Background: an optimization exercise with open tools, aiming at small area, a short achievable clock period and few clock cycles. Do not read the settings as production practice. The RTL was checked by simulation tests, not by an equivalence proof against the original design.

==> inputs of job 9369 <==
==> flow/design.v <==
module veeprom_ctrl (
    input  wire         clk,
    input  wire         rst,
    input  wire         cmd_valid,
    input  wire [7:0]   cmd,
    input  wire [15:0]  addr,
    input  wire [15:0]  len,
    input  wire [423:0] wdata,
    output reg          busy,
    output reg          done,
    output wire [3:0]   status,
    output wire [423:0] rdata,
    output wire [1:0]   active_page,
    output reg          fl_req,
    output reg  [2:0]   fl_op,
    output wire [15:0]  fl_addr,
    output reg  [15:0]  fl_wdata,
    input  wire         fl_ack,
    input  wire [31:0]  fl_rdata,
    input  wire [1:0]   fl_status
);
    localparam [2:0] ST_OK      = 3'd0;
    localparam [2:0] ST_OOR     = 3'd1;
    localparam [2:0] ST_HWERR   = 3'd2;
    localparam [2:0] ST_STV     = 3'd3;
    localparam [2:0] ST_CSUM    = 3'd4;
    localparam [2:0] ST_TIMEOUT = 3'd6;
    localparam [2:0] ST_ILLEGAL = 3'd7;
    localparam [2:0] OP_RD32  = 3'd2;
    localparam [2:0] OP_PROG  = 3'd3;
    localparam [2:0] OP_ERASE = 3'd4;
    localparam [2:0] OP_UNLK  = 3'd5;
    localparam [2:0] OP_LOCK  = 3'd6;
    localparam [4:0]
        S_IDLE = 5'd0,
        S_RD   = 5'd2,    
        S_WA1  = 5'd3,    
        S_WA2  = 5'd4,    
        S_WER  = 5'd5,    
        S_WUN  = 5'd6,    
        S_WSS  = 5'd7,    
        S_WP   = 5'd8,    
        S_WEV  = 5'd9,    
        S_WCS  = 5'd10,   
        S_WV   = 5'd11,   
        S_WI   = 5'd12,   
        S_WLK  = 5'd13,   
        S_IN1  = 5'd14,   
        S_IN2  = 5'd15,
        S_IN3  = 5'd16,
        S_IN4  = 5'd17,
        S_IDEC = 5'd18,   
        S_IP   = 5'd19,   
        S_IADD = 5'd20,
        S_ICMP = 5'd21,
        S_IER  = 5'd22,   
        S_ME1  = 5'd23,
        S_ME2  = 5'd24;
    reg [4:0]   st;
    reg [2:0]   stat;
    reg [1:0]   act;
    reg [6:0]   fa;           
    reg [423:0] R;
    reg [5:0]   a6;           
    reg [5:0]   e6;           
    reg [15:0]  aw;           
    reg [15:0]  acc;          
    reg [4:0]   hw;           
    reg [1:0]   d;            
    reg         addp;         
    reg         ip1, ip2;     
    reg         z0, z1, z2, f3;    
    reg         v1, c1, v2, c2;    
    reg         b56;          
    reg [1:0]   r1;           
    reg [2:0]   err;          
    assign status      = {1'b0, stat};
    assign rdata       = R;
    assign active_page = act;
    assign fl_addr     = {9'd0, fa};
    wire pa = act[1];         
    wire pb = act[0];         
    wire [2:0] fst = (fl_status == 2'd2) ? ST_TIMEOUT : ST_HWERR;
    wire [5:0] o0    = {hw, 1'b0};
    wire [5:0] o1    = {hw, 1'b1};
    wire       in0   = (o0 >= a6) && (o0 < e6);
    wire       in1   = (o1 >= a6) && (o1 < e6);
    wire [5:0] ep    = {e6[5:1], 1'b0};
    wire       tail  = (o0 >= ep);
    wire       sec   = tail ? (hw[0] ^ e6[1]) : hw[0];    
    wire       need  = tail || (o0 < a6);
    wire       alldn = (hw == 5'd27);
    reg  [7:0] wh, wl;
    always @(*) begin
        case (d)
            2'd0: begin wh = R[423:416]; wl = R[415:408]; end
            2'd1: begin wh = R[415:408]; wl = R[407:400]; end
            2'd2: begin wh = R[407:400]; wl = R[399:392]; end
            default: begin wh = R[399:392]; wl = R[391:384]; end
        endcase
    end
    wire [15:0] ab  = sec ? aw : fl_rdata[31:16];
    wire [7:0]  hh  = in0 ? wh : ab[15:8];
    wire [7:0]  hl  = in1 ? (in0 ? wl : wh) : ab[7:0];
    wire [15:0] h   = {hh, hl};
    wire        hff = (h == 16'hFFFF);
    wire [2:0]  dn  = {1'b0, d} + {2'b00, in0} + {2'b00, in1};
    wire [7:0]  ad_p = ip2 ? aw[15:8] : fl_wdata[15:8];
    wire [7:0]  ad_q = ip2 ? aw[7:0]  : fl_wdata[7:0];
    wire [8:0]  ad_s = {1'b0, ad_p} + {1'b0, ad_q};
    wire [6:0]  ia   = {1'b0, addr[5:0]} + {1'b0, len[5:0]};
    wire        ioor = (|addr[15:6]) || (|len[15:6]) || (ia >= 7'd54) || (act == 2'd0);
    wire [5:0]  ilm1 = len[5:0] - 6'd1;
    wire [5:0]  ird0 = addr[5:0] + {ilm1[5:2], 2'b00};
    wire        ld = cmd_valid && !busy;
    reg         sh;
    wire [423:0] wmir;
    genvar gi;
    generate
        for (gi = 0; gi < 53; gi = gi + 1) begin : g_mir
            assign wmir[8*(52-gi) +: 8] = wdata[8*gi +: 8];
        end
    endgenerate
    wire [423:0] rsh = {R[391:0], fl_rdata[7:0], fl_rdata[15:8], fl_rdata[23:16], fl_rdata[31:24]};
    wire         s_ld = ld;
    wire         s_sh = sh && !ld;
    wire         s_hd = !sh && !ld;
    always @(posedge clk)
        R <= ({424{s_ld}} & wmir) | ({424{s_sh}} & rsh) | ({424{s_hd}} & R);
    task pay_step;
        input frd;
        begin
            if (alldn) begin
                if (addp) begin
                    fl_req <= 1'b0;
                    st     <= S_WEV;
                end else begin
                    fl_req   <= 1'b1;
                    fl_op    <= OP_PROG;
                    fa       <= {pb, 6'd54};
                    fl_wdata <= acc;
                    st       <= S_WCS;
                end
            end else if (!sec && need && !frd) begin
                fl_req <= 1'b1;
                fl_op  <= OP_RD32;
                fa     <= {pa, o0};
                st     <= S_WP;
            end else begin
                fl_wdata <= h;
                addp     <= 1'b1;
                hw       <= hw + 5'd1;
                d        <= dn[1:0];
                if (hff) begin
                    fl_req <= 1'b0;
                    st     <= S_WEV;
                end else begin
                    fl_req <= 1'b1;
                    fl_op  <= OP_PROG;
                    fa     <= {pb, o0};
                    st     <= S_WP;
                end
            end
        end
    endtask
    task step3;
        begin
            fl_req   <= 1'b1;
            fl_op    <= OP_PROG;
            fl_wdata <= 16'h0000;
            st       <= S_WSS;
            if (!z0) begin
                z0 <= 1'b1;
                fa <= {pa, 6'd56};
            end else if (!z1) begin
                z1 <= 1'b1;
                fa <= {pa, 6'd58};
            end else if (!z2) begin
                z2 <= 1'b1;
                fa <= {pa, 6'd60};
            end else if (!f3) begin
                err   <= ST_STV;
                fl_op <= OP_LOCK;
                st    <= S_WLK;
            end else begin
                b56 <= 1'b1;
                fa  <= {pb, 6'd56};
            end
        end
    endtask
    task finish;
        input [2:0] s;
        begin
            stat   <= s;
            done   <= 1'b1;
            busy   <= 1'b0;
            fl_req <= 1'b0;
            st     <= S_IDLE;
        end
    endtask
    task abort;
        input [2:0] s;
        begin
            err    <= s;
            fl_req <= 1'b1;
            fl_op  <= OP_LOCK;
            st     <= S_WLK;
        end
    endtask
    always @(*) begin
        sh = 1'b0;
        if (st == S_RD)
            sh = fl_ack;
        else if (st == S_WEV || ((st == S_WP || (st == S_WSS && b56)) && fl_ack &&
                 (fl_op == OP_RD32 || fl_status == 2'b00)))
            sh = !alldn && !(!sec && need && !(st != S_WEV && fl_op == OP_RD32)) && dn[2];
    end
    always @(posedge clk) begin
        if (rst) begin
            st     <= S_IDLE;
            busy   <= 1'b0;
            done   <= 1'b0;
            stat   <= ST_OK;
            act    <= 2'd0;
            fl_req <= 1'b0;
            addp   <= 1'b0;
            ip1    <= 1'b0;
            ip2    <= 1'b0;
        end else begin
            done <= 1'b0;
            ip1 <= 1'b0;
            ip2 <= ip1 && st != S_IADD;
            if (addp || ip1 || ip2)
                acc <= acc + {7'd0, ad_s};
            if (addp)
                addp <= 1'b0;
            case (st)
            S_IDLE: begin
                if (cmd_valid) begin
                    a6 <= addr[5:0];
                    e6 <= ia[5:0];
                    if (cmd == 8'h04) begin
                        busy   <= 1'b1;
                        fl_req <= 1'b1;
                        fl_op  <= OP_ERASE;
                        fa     <= 7'h00;
                        st     <= S_ME1;
                    end else if (cmd == 8'h01) begin
                        busy   <= 1'b1;
                        fl_req <= 1'b1;
                        fl_op  <= OP_RD32;
                        fa     <= 7'd56;
                        st     <= S_IN1;
                    end else if (cmd == 8'h02 || cmd == 8'h03) begin
                        if (ioor)
                            finish(ST_OOR);
                        else if (!cmd[0]) begin
                            if (len[5:0] == 6'd0)
                                finish(ST_OK);
                            else begin
                                busy   <= 1'b1;
                                fl_req <= 1'b1;
                                fl_op  <= OP_RD32;
                                fa     <= {pa, ird0};
                                st     <= S_RD;
                            end
                        end else begin
                            hw     <= 5'd0;
                            d      <= 2'd0;
                            acc    <= 16'd0;
                            b56    <= 1'b0;
                            busy   <= 1'b1;
                            fl_req <= 1'b1;
                            fl_op  <= OP_RD32;
                            fa     <= {pa, 6'd56};
                            st     <= S_WA1;
                        end
                    end else
                        finish(ST_ILLEGAL);
                end
            end
            S_RD: if (fl_ack) begin
                if (fa[5:0] == a6)
                    finish(ST_OK);
                else
                    fa[5:0] <= fa[5:0] - 6'd4;
            end
            S_WA1: if (fl_ack) begin
                z0 <= (fl_rdata[31:16] == 16'h0000);
                z1 <= (fl_rdata[15:0]  == 16'h0000);
                fa <= {pa, 6'd60};
                st <= S_WA2;
            end
            S_WA2: if (fl_ack) begin
                z2    <= (fl_rdata[31:16] == 16'h0000);
                f3    <= (fl_rdata[15:0]  == 16'hFFFF);
                fl_op <= OP_ERASE;
                fa    <= {pb, 6'd0};
                st    <= S_WER;
            end
            S_WER: if (fl_ack) begin
                if (fl_status != 2'b00)
                    finish(fst);
                else begin
                    fl_op <= OP_UNLK;
                    st    <= S_WUN;
                end
            end
            S_WUN: if (fl_ack) begin
                if (fl_status != 2'b00 || fl_rdata[0])
                    abort(ST_HWERR);
                else
                    step3;
            end
            S_WSS: if (fl_ack) begin
                if (fl_status != 2'b00)
                    abort(fst);
                else if (b56)
                    pay_step(1'b0);
                else
                    step3;
            end
            S_WP: if (fl_ack) begin
                if (fl_op == OP_RD32) begin
                    aw <= fl_rdata[15:0];
                    pay_step(1'b1);
                end else if (fl_status != 2'b00)
                    abort(fst);
                else
                    pay_step(1'b0);
            end
            S_WEV: pay_step(1'b0);
            S_WCS: if (fl_ack) begin
                if (fl_status != 2'b00)
                    abort(fst);
                else begin
                    fl_wdata <= 16'h0000;
                    fa       <= {pb, 6'd58};
                    st       <= S_WV;
                end
            end
            S_WV: if (fl_ack) begin
                if (fl_status != 2'b00)
                    abort(fst);
                else begin
                    fa <= {pa, 6'd62};
                    st <= S_WI;
                end
            end
            S_WI: if (fl_ack) begin
                if (fl_status != 2'b00)
                    abort(fst);
                else begin
                    act <= {act[0], act[1]};
                    abort(ST_OK);
                end
            end
            S_WLK: if (fl_ack)
                finish(err);
            S_IN1, S_IN3: if (fl_ack) begin
                z0 <= (fl_rdata[31:16] == 16'h0000);
                z1 <= (fl_rdata[15:0]  == 16'h0000);
                fa <= fa + 7'd4;
                st <= st + 5'd1;
            end
            S_IN2: if (fl_ack) begin
                v1 <= z0 && z1 && (fl_rdata[31:16] == 16'hFFFF) && (fl_rdata[15:0] == 16'hFFFF);
                c1 <= z0 && z1 && (fl_rdata[31:16] == 16'h0000) && (fl_rdata[15:0] == 16'hFFFF);
                fa <= 7'h40 + 7'd56;
                st <= S_IN3;
            end
            S_IN4: if (fl_ack) begin
                v2 <= z0 && z1 && (fl_rdata[31:16] == 16'hFFFF) && (fl_rdata[15:0] == 16'hFFFF);
                c2 <= z0 && z1 && (fl_rdata[31:16] == 16'h0000) && (fl_rdata[15:0] == 16'hFFFF);
                fl_req <= 1'b0;
                st     <= S_IDEC;
            end
            S_IDEC: begin
                acc    <= 16'd0;
                fl_req <= 1'b1;
                if (v1 || v2 || c1 || c2) begin
                    act   <= (v1 || (!v2 && c1)) ? 2'd1 : 2'd2;
                    fl_op <= OP_RD32;
                    fa    <= {!(v1 || (!v2 && c1)), 6'd0};
                    st    <= S_IP;
                end else begin
                    fl_op <= OP_ERASE;
                    fa    <= 7'h00;
                    st    <= S_IER;
                end
            end
            S_IP: if (fl_ack) begin
                fl_wdata <= fl_rdata[31:16];
                aw       <= fl_rdata[15:0];
                ip1      <= 1'b1;
                if (fa[5:0] == 6'd52) begin
                    fl_req <= 1'b0;
                    st     <= S_IADD;
                end else
                    fa[5:0] <= fa[5:0] + 6'd4;
            end
            S_IADD: st <= S_ICMP;
            S_ICMP: finish((acc == aw) ? ST_OK : ST_CSUM);
            S_IER: if (fl_ack) begin
                if (fl_status != 2'b00)
                    finish(fst);
                else begin
                    act <= 2'd1;
                    finish(ST_OK);
                end
            end
            S_ME1: if (fl_ack) begin
                r1 <= fl_status;
                fa <= 7'h40;
                st <= S_ME2;
            end
            S_ME2: if (fl_ack) begin
                if (r1 == 2'd2 || (r1 == 2'd0 && fl_status == 2'd2))
                    finish(ST_TIMEOUT);
                else if (r1 == 2'd1 || fl_status == 2'd1)
                    finish(ST_HWERR);
                else
                    finish(ST_OK);
            end
            default: st <= S_IDLE;
            endcase
        end
    end
endmodule
==> flow/flow/run.sh <==
#!/bin/bash
# The standard layout (standard.sh), with the ports buffered by the
# smallest buffer, sky130_fd_sc_hd__buf_1, instead of the default pick.
# make's full output goes to make_finish.log in the work folder.
set -euo pipefail
export BUFFER_PORTS_ARGS="-buffer_cell sky130_fd_sc_hd__buf_1"
bash standard.sh finish > make_finish.log 2>&1
==> flow/standard.sh <==
#!/bin/bash
# synth_recipe.tcl (not shown) runs the flow's synth.tcl, then flattens the netlist and writes it again
# the make line also repeats each setting of config.mk as NAME=value (left out here)
make -C /OpenROAD-flow-scripts/flow DESIGN_CONFIG=/design/flow/config.mk WORK_HOME=/design/flow/orfs CLKGATE_MAP_FILE= SYNTH_SCRIPT=/design/flow/synth_recipe.tcl "${@:-finish}"
==> flow/config.mk <==
export PLATFORM = sky130hd
export DESIGN_NAME = veeprom_ctrl
export DESIGN_NICKNAME = veeprom_ctrl
export VERILOG_FILES = /design/flow/design.v
export SDC_FILE = /design/flow/constraint.sdc
export NUM_CORES = 4
export LEC_CHECK = 0
export ABC_AREA = 1
export CAP_MARGIN = 20
export CORE_MARGIN = 2
export CORE_UTILIZATION = 60
export SLEW_MARGIN = 20
==> flow/constraint.sdc <==
create_clock -name core_clock -period 10.0 [get_ports {clk}]
set_input_delay 2.0000 -clock core_clock [delete_from_list [all_inputs] [get_ports {clk}]]
set_output_delay 2.0000 -clock core_clock [all_outputs]
set_load 0.01 [all_outputs]
==> job 9934: changes against job 9369 <==
==> flow/design.v, changed modules only <==
module veeprom_ctrl (
    input  wire         clk,
    input  wire         rst,
    input  wire         cmd_valid,
    input  wire [7:0]   cmd,
    input  wire [15:0]  addr,
    input  wire [15:0]  len,
    input  wire [423:0] wdata,
    output reg          busy,
    output reg          done,
    output wire [3:0]   status,
    output wire [423:0] rdata,
    output wire [1:0]   active_page,
    output reg          fl_req,
    output reg  [2:0]   fl_op,
    output wire [15:0]  fl_addr,
    output reg  [15:0]  fl_wdata,
    input  wire         fl_ack,
    input  wire [31:0]  fl_rdata,
    input  wire [1:0]   fl_status
);
    localparam [2:0] ST_OK      = 3'd0;
    localparam [2:0] ST_OOR     = 3'd1;
    localparam [2:0] ST_HWERR   = 3'd2;
    localparam [2:0] ST_STV     = 3'd3;
    localparam [2:0] ST_CSUM    = 3'd4;
    localparam [2:0] ST_TIMEOUT = 3'd6;
    localparam [2:0] ST_ILLEGAL = 3'd7;
    localparam [2:0] OP_RD32  = 3'd2;
    localparam [2:0] OP_PROG  = 3'd3;
    localparam [2:0] OP_ERASE = 3'd4;
    localparam [2:0] OP_UNLK  = 3'd5;
    localparam [2:0] OP_LOCK  = 3'd6;
    localparam [4:0]
        S_IDLE = 5'd0,
        S_DISP = 5'd1,
        S_RD   = 5'd2,    
        S_WA1  = 5'd3,    
        S_WA2  = 5'd4,    
        S_WER  = 5'd5,    
        S_WUN  = 5'd6,    
        S_WSS  = 5'd7,    
        S_WP   = 5'd8,    
        S_WEV  = 5'd9,    
        S_WCS  = 5'd10,   
        S_WV   = 5'd11,   
        S_WI   = 5'd12,   
        S_WLK  = 5'd13,   
        S_IN1  = 5'd14,   
        S_IN2  = 5'd15,
        S_IN3  = 5'd16,
        S_IN4  = 5'd17,
        S_IDEC = 5'd18,   
        S_IP   = 5'd19,   
        S_IADD = 5'd20,
        S_ICMP = 5'd21,
        S_IER  = 5'd22,   
        S_ME1  = 5'd23,
        S_ME2  = 5'd24;
    reg [4:0]   st;
    reg [2:0]   stat;
    reg [1:0]   act;
    reg [6:0]   fa;           
    reg [423:0] R;
    reg         c_in, c_rd, c_wr, c_me;    
    reg [5:0]   a6;           
    reg [5:0]   e6;           
    reg         hi;           
    reg [15:0]  aw;           
    reg [15:0]  acc;          
    reg [4:0]   hw;           
    reg [1:0]   d;            
    reg         addp;         
    reg         ip1, ip2;     
    reg         z0, z1, z2, f3;    
    reg         v1, c1, v2, c2;    
    reg         b56;          
    reg [1:0]   r1;           
    reg [2:0]   err;          
    assign status      = {1'b0, stat};
    assign rdata       = R;
    assign active_page = act;
    assign fl_addr     = {9'd0, fa};
    wire pa = act[1];         
    wire pb = act[0];         
    wire [2:0] fst = (fl_status == 2'd2) ? ST_TIMEOUT : ST_HWERR;
    wire [5:0] o0    = {hw, 1'b0};
    wire [5:0] o1    = {hw, 1'b1};
    wire       in0   = (o0 >= a6) && (o0 < e6);
    wire       in1   = (o1 >= a6) && (o1 < e6);
    wire [5:0] wb    = {hw[4:1], 2'b00};
    wire [6:0] wb4   = {1'b0, wb} + 7'd4;
    wire       need  = (hw[4:1] == 4'd13) || !((wb >= a6) && (wb4 <= {1'b0, e6}));
    wire       alldn = (hw == 5'd27);
    reg  [7:0] wh, wl;
    always @(*) begin
        case (d)
            2'd0: begin wh = R[423:416]; wl = R[415:408]; end
            2'd1: begin wh = R[415:408]; wl = R[407:400]; end
            2'd2: begin wh = R[407:400]; wl = R[399:392]; end
            default: begin wh = R[399:392]; wl = R[391:384]; end
        endcase
    end
    wire [15:0] ab  = hw[0] ? aw : fl_rdata[31:16];
    wire [7:0]  hh  = in0 ? wh : ab[15:8];
    wire [7:0]  hl  = in1 ? (in0 ? wl : wh) : ab[7:0];
    wire [15:0] h   = {hh, hl};
    wire        hff = (h == 16'hFFFF);
    wire [2:0]  dn  = {1'b0, d} + {2'b00, in0} + {2'b00, in1};
    wire [7:0]  ad_p = ip2 ? aw[15:8] : fl_wdata[15:8];
    wire [7:0]  ad_q = ip2 ? aw[7:0]  : fl_wdata[7:0];
    wire [8:0]  ad_s = {1'b0, ad_p} + {1'b0, ad_q};
    wire [6:0]  ae   = {1'b0, a6} + {1'b0, e6};
    wire        oor  = hi || (ae >= 7'd54) || (act == 2'd0);
    wire [5:0]  lm1  = e6 - 6'd1;
    wire [5:0]  rd0  = a6 + {lm1[5:2], 2'b00};
    wire        ld = cmd_valid && !busy;
    reg         sh;
    wire [423:0] wmir;
    genvar gi;
    generate
        for (gi = 0; gi < 53; gi = gi + 1) begin : g_mir
            assign wmir[8*(52-gi) +: 8] = wdata[8*gi +: 8];
        end
    endgenerate
    always @(posedge clk) begin
        if (ld)
            R <= wmir;
        else if (sh)
            R <= {R[391:0], fl_rdata[7:0], fl_rdata[15:8], fl_rdata[23:16], fl_rdata[31:24]};
    end
    task pay_step;
        input frd;
        begin
            if (alldn) begin
                if (addp) begin
                    fl_req <= 1'b0;
                    st     <= S_WEV;
                end else begin
                    fl_req   <= 1'b1;
                    fl_op    <= OP_PROG;
                    fa       <= {pb, 6'd54};
                    fl_wdata <= acc;
                    st       <= S_WCS;
                end
            end else if (!hw[0] && need && !frd) begin
                fl_req <= 1'b1;
                fl_op  <= OP_RD32;
                fa     <= {pa, wb};
                st     <= S_WP;
            end else begin
                fl_wdata <= h;
                addp     <= 1'b1;
                hw       <= hw + 5'd1;
                d        <= dn[1:0];
                if (hff) begin
                    fl_req <= 1'b0;
                    st     <= S_WEV;
                end else begin
                    fl_req <= 1'b1;
                    fl_op  <= OP_PROG;
                    fa     <= {pb, o0};
                    st     <= S_WP;
                end
            end
        end
    endtask
    task step3;
        begin
            fl_req   <= 1'b1;
            fl_op    <= OP_PROG;
            fl_wdata <= 16'h0000;
            st       <= S_WSS;
            if (!z0) begin
                z0 <= 1'b1;
                fa <= {pa, 6'd56};
            end else if (!z1) begin
                z1 <= 1'b1;
                fa <= {pa, 6'd58};
            end else if (!z2) begin
                z2 <= 1'b1;
                fa <= {pa, 6'd60};
            end else if (!f3) begin
                err   <= ST_STV;
                fl_op <= OP_LOCK;
                st    <= S_WLK;
            end else begin
                b56 <= 1'b1;
                fa  <= {pb, 6'd56};
            end
        end
    endtask
    task finish;
        input [2:0] s;
        begin
            stat   <= s;
            done   <= 1'b1;
            busy   <= 1'b0;
            fl_req <= 1'b0;
            st     <= S_IDLE;
        end
    endtask
    task abort;
        input [2:0] s;
        begin
            err    <= s;
            fl_req <= 1'b1;
            fl_op  <= OP_LOCK;
            st     <= S_WLK;
        end
    endtask
    always @(*) begin
        sh = 1'b0;
        if (st == S_RD)
            sh = fl_ack;
        else if (st == S_WEV || ((st == S_WP || (st == S_WSS && b56)) && fl_ack &&
                 (fl_op == OP_RD32 || fl_status == 2'b00)))
            sh = !alldn && !(!hw[0] && need && !(st != S_WEV && fl_op == OP_RD32)) && dn[2];
    end
    always @(posedge clk) begin
        if (rst) begin
            st     <= S_IDLE;
            busy   <= 1'b0;
            done   <= 1'b0;
            stat   <= ST_OK;
            act    <= 2'd0;
            fl_req <= 1'b0;
            addp   <= 1'b0;
            ip1    <= 1'b0;
            ip2    <= 1'b0;
        end else begin
            done <= 1'b0;
            ip1 <= 1'b0;
            ip2 <= ip1 && st != S_IADD;
            if (addp || ip1 || ip2)
                acc <= acc + {7'd0, ad_s};
            if (addp)
                addp <= 1'b0;
            case (st)
            S_IDLE: begin
                if (cmd_valid) begin
                    c_in <= (cmd == 8'h01);
                    c_rd <= (cmd == 8'h02);
                    c_wr <= (cmd == 8'h03);
                    c_me <= (cmd == 8'h04);
                    a6   <= addr[5:0];
                    e6   <= len[5:0];
                    hi   <= (|addr[15:6]) || (|len[15:6]);
                    busy <= 1'b1;
                    st   <= S_DISP;
                end
            end
            S_DISP: begin
                if (c_me) begin
                    fl_req <= 1'b1;
                    fl_op  <= OP_ERASE;
                    fa     <= 7'h00;
                    st     <= S_ME1;
                end else if (c_in) begin
                    fl_req <= 1'b1;
                    fl_op  <= OP_RD32;
                    fa     <= 7'd56;
                    st     <= S_IN1;
                end else if (c_rd || c_wr) begin
                    if (oor)
                        finish(ST_OOR);
                    else if (c_rd) begin
                        if (e6 == 6'd0)
                            finish(ST_OK);
                        else begin
                            fl_req <= 1'b1;
                            fl_op  <= OP_RD32;
                            fa     <= {pa, rd0};
                            st     <= S_RD;
                        end
                    end else begin
                        e6     <= ae[5:0];
                        hw     <= 5'd0;
                        d      <= 2'd0;
                        acc    <= 16'd0;
                        b56    <= 1'b0;
                        fl_req <= 1'b1;
                        fl_op  <= OP_RD32;
                        fa     <= {pa, 6'd56};
                        st     <= S_WA1;
                    end
                end else
                    finish(ST_ILLEGAL);
            end
            S_RD: if (fl_ack) begin
                if (fa[5:0] == a6)
                    finish(ST_OK);
                else
                    fa[5:0] <= fa[5:0] - 6'd4;
            end
            S_WA1: if (fl_ack) begin
                z0 <= (fl_rdata[31:16] == 16'h0000);
                z1 <= (fl_rdata[15:0]  == 16'h0000);
                fa <= {pa, 6'd60};
                st <= S_WA2;
            end
            S_WA2: if (fl_ack) begin
                z2    <= (fl_rdata[31:16] == 16'h0000);
                f3    <= (fl_rdata[15:0]  == 16'hFFFF);
                fl_op <= OP_ERASE;
                fa    <= {pb, 6'd0};
                st    <= S_WER;
            end
            S_WER: if (fl_ack) begin
                if (fl_status != 2'b00)
                    finish(fst);
                else begin
                    fl_op <= OP_UNLK;
                    st    <= S_WUN;
                end
            end
            S_WUN: if (fl_ack) begin
                if (fl_status != 2'b00 || fl_rdata[0])
                    abort(ST_HWERR);
                else
                    step3;
            end
            S_WSS: if (fl_ack) begin
                if (fl_status != 2'b00)
                    abort(fst);
                else if (b56)
                    pay_step(1'b0);
                else
                    step3;
            end
            S_WP: if (fl_ack) begin
                if (fl_op == OP_RD32) begin
                    aw <= fl_rdata[15:0];
                    pay_step(1'b1);
                end else if (fl_status != 2'b00)
                    abort(fst);
                else
                    pay_step(1'b0);
            end
            S_WEV: pay_step(1'b0);
            S_WCS: if (fl_ack) begin
                if (fl_status != 2'b00)
                    abort(fst);
                else begin
                    fl_wdata <= 16'h0000;
                    fa       <= {pb, 6'd58};
                    st       <= S_WV;
                end
            end
            S_WV: if (fl_ack) begin
                if (fl_status != 2'b00)
                    abort(fst);
                else begin
                    fa <= {pa, 6'd62};
                    st <= S_WI;
                end
            end
            S_WI: if (fl_ack) begin
                if (fl_status != 2'b00)
                    abort(fst);
                else begin
                    act <= {act[0], act[1]};
                    abort(ST_OK);
                end
            end
            S_WLK: if (fl_ack)
                finish(err);
            S_IN1, S_IN3: if (fl_ack) begin
                z0 <= (fl_rdata[31:16] == 16'h0000);
                z1 <= (fl_rdata[15:0]  == 16'h0000);
                fa <= fa + 7'd4;
                st <= st + 5'd1;
            end
            S_IN2: if (fl_ack) begin
                v1 <= z0 && z1 && (fl_rdata[31:16] == 16'hFFFF) && (fl_rdata[15:0] == 16'hFFFF);
                c1 <= z0 && z1 && (fl_rdata[31:16] == 16'h0000) && (fl_rdata[15:0] == 16'hFFFF);
                fa <= 7'h40 + 7'd56;
                st <= S_IN3;
            end
            S_IN4: if (fl_ack) begin
                v2 <= z0 && z1 && (fl_rdata[31:16] == 16'hFFFF) && (fl_rdata[15:0] == 16'hFFFF);
                c2 <= z0 && z1 && (fl_rdata[31:16] == 16'h0000) && (fl_rdata[15:0] == 16'hFFFF);
                fl_req <= 1'b0;
                st     <= S_IDEC;
            end
            S_IDEC: begin
                acc    <= 16'd0;
                fl_req <= 1'b1;
                if (v1 || v2 || c1 || c2) begin
                    act   <= (v1 || (!v2 && c1)) ? 2'd1 : 2'd2;
                    fl_op <= OP_RD32;
                    fa    <= {!(v1 || (!v2 && c1)), 6'd0};
                    st    <= S_IP;
                end else begin
                    fl_op <= OP_ERASE;
                    fa    <= 7'h00;
                    st    <= S_IER;
                end
            end
            S_IP: if (fl_ack) begin
                fl_wdata <= fl_rdata[31:16];
                aw       <= fl_rdata[15:0];
                ip1      <= 1'b1;
                if (fa[5:0] == 6'd52) begin
                    fl_req <= 1'b0;
                    st     <= S_IADD;
                end else
                    fa[5:0] <= fa[5:0] + 6'd4;
            end
            S_IADD: st <= S_ICMP;
            S_ICMP: finish((acc == aw) ? ST_OK : ST_CSUM);
            S_IER: if (fl_ack) begin
                if (fl_status != 2'b00)
                    finish(fst);
                else begin
                    act <= 2'd1;
                    finish(ST_OK);
                end
            end
            S_ME1: if (fl_ack) begin
                r1 <= fl_status;
                fa <= 7'h40;
                st <= S_ME2;
            end
            S_ME2: if (fl_ack) begin
                if (r1 == 2'd2 || (r1 == 2'd0 && fl_status == 2'd2))
                    finish(ST_TIMEOUT);
                else if (r1 == 2'd1 || fl_status == 2'd1)
                    finish(ST_HWERR);
                else
                    finish(ST_OK);
            end
            default: st <= S_IDLE;
            endcase
        end
    end
endmodule
==> flow/run.sh (new file) <==
#!/bin/bash
# synth_recipe.tcl (not shown) runs the flow's synth.tcl, then flattens the netlist and writes it again
# the make line also repeats each setting of config.mk as NAME=value (left out here)
make -C /OpenROAD-flow-scripts/flow DESIGN_CONFIG=/design/flow/config.mk WORK_HOME=/design/flow/orfs CLKGATE_MAP_FILE= SYNTH_SCRIPT=/design/flow/synth_recipe.tcl finish
Settings changed: ABC_AREA 1 to not set, CORE_UTILIZATION 60 to 40.
removed: flow/flow/run.sh
removed: flow/standard.sh
==> qor summary <==
Outcome: job 9369 aborted with a tool error; job 9934 complete, no violations
Stage where the flow stopped: job 9369 3_2_place_iop; job 9934 -
Yosys top cell area share: job 9369 33.1%; job 9934 54.9%
Part of the Yosys area used for sequential elements: job 9369 43.3%; job 9934 56.0%
Post-Synthesis Cell Area: job 9369 26600 um^2; job 9934 28400 um^2
Initial cell density of the core: job 9369 60.5%; job 9934 40.5%
Complex-gate fraction of the synthesized area: job 9369 7.27%; job 9934 8.68%
DIE HEIGHT: job 9369 215 um; job 9934 271 um
Post-synthesis area per instance: job 9369 7.03 um^2; job 9934 13.4 um^2
Number of rows created at floorplan: job 9369 77; job 9934 97
Post-synthesis share of cell area spent on full adders, half adders and majority gates: job 9369 2.86%; job 9934 2.91%
Simple-gate share of the synthesized area: job 9369 38.5%; job 9934 7.38%
Most instantiated library cell after synthesis: job 9369 sky130_fd_sc_hd__nand2_1; job 9934 sky130_fd_sc_hd__edfxtp_1
Number of flops mapped to enable cells by yosys: job 9369 91; job 9934 520
Most used flip-flop cell after synthesis: job 9369 sky130_fd_sc_hd__dfxtp_1; job 9934 sky130_fd_sc_hd__edfxtp_1
Die boundary width: job 9369 215 um; job 9934 271 um
Count of distinct cell types in the synthesized netlist: job 9369 64; job 9934 99
Share of cell area taken by muxes after synthesis: job 9369 0.0376%; job 9934 20.7%
Synth Instances: job 9369 3787; job 9934 2123
Synthesized flop and latch total: job 9369 531; job 9934 536
Xor and xnor fraction of the mapped netlist area: job 9369 1.05%; job 9934 1.45%
Cell taking the most area after synthesis: job 9369 sky130_fd_sc_hd__dfxtp_1; job 9934 sky130_fd_sc_hd__edfxtp_1
Testbench counts of job 9369, summed over its fixed seeds: cycles 27,297.
Testbench counts of job 9934, summed over its fixed seeds: cycles 27,727.

## static timing again, ports no longer ideal
In the flow no input, the clock included, has a driving cell. The finished layout below was timed again as built, in two steps.
Step 1 (the two cells are an assumption about what drives the block):
set clk [get_ports {clk}]
set_driving_cell -lib_cell sky130_fd_sc_hd__clkbuf_16 $clk
set_driving_cell -lib_cell sky130_fd_sc_hd__buf_2 [delete_from_list [all_inputs] $clk]
Step 2 also shifts input and output timing later by t, the mid clock arrival at the registers, as if the neighbouring blocks saw the same clock.
Three values: ideal ports, drivers, drivers and shift; two values: the first two.
run: job 9934
t, ns: 0.722
setup WS [ns]: 4.932 / 4.932 / 4.700
worst setup path at the end: input to register
After both steps job 9934 still meets setup and hold. For job 9934, drivers alone change the setup slack by 0.000 ns; drivers and shift together by -0.232 ns.
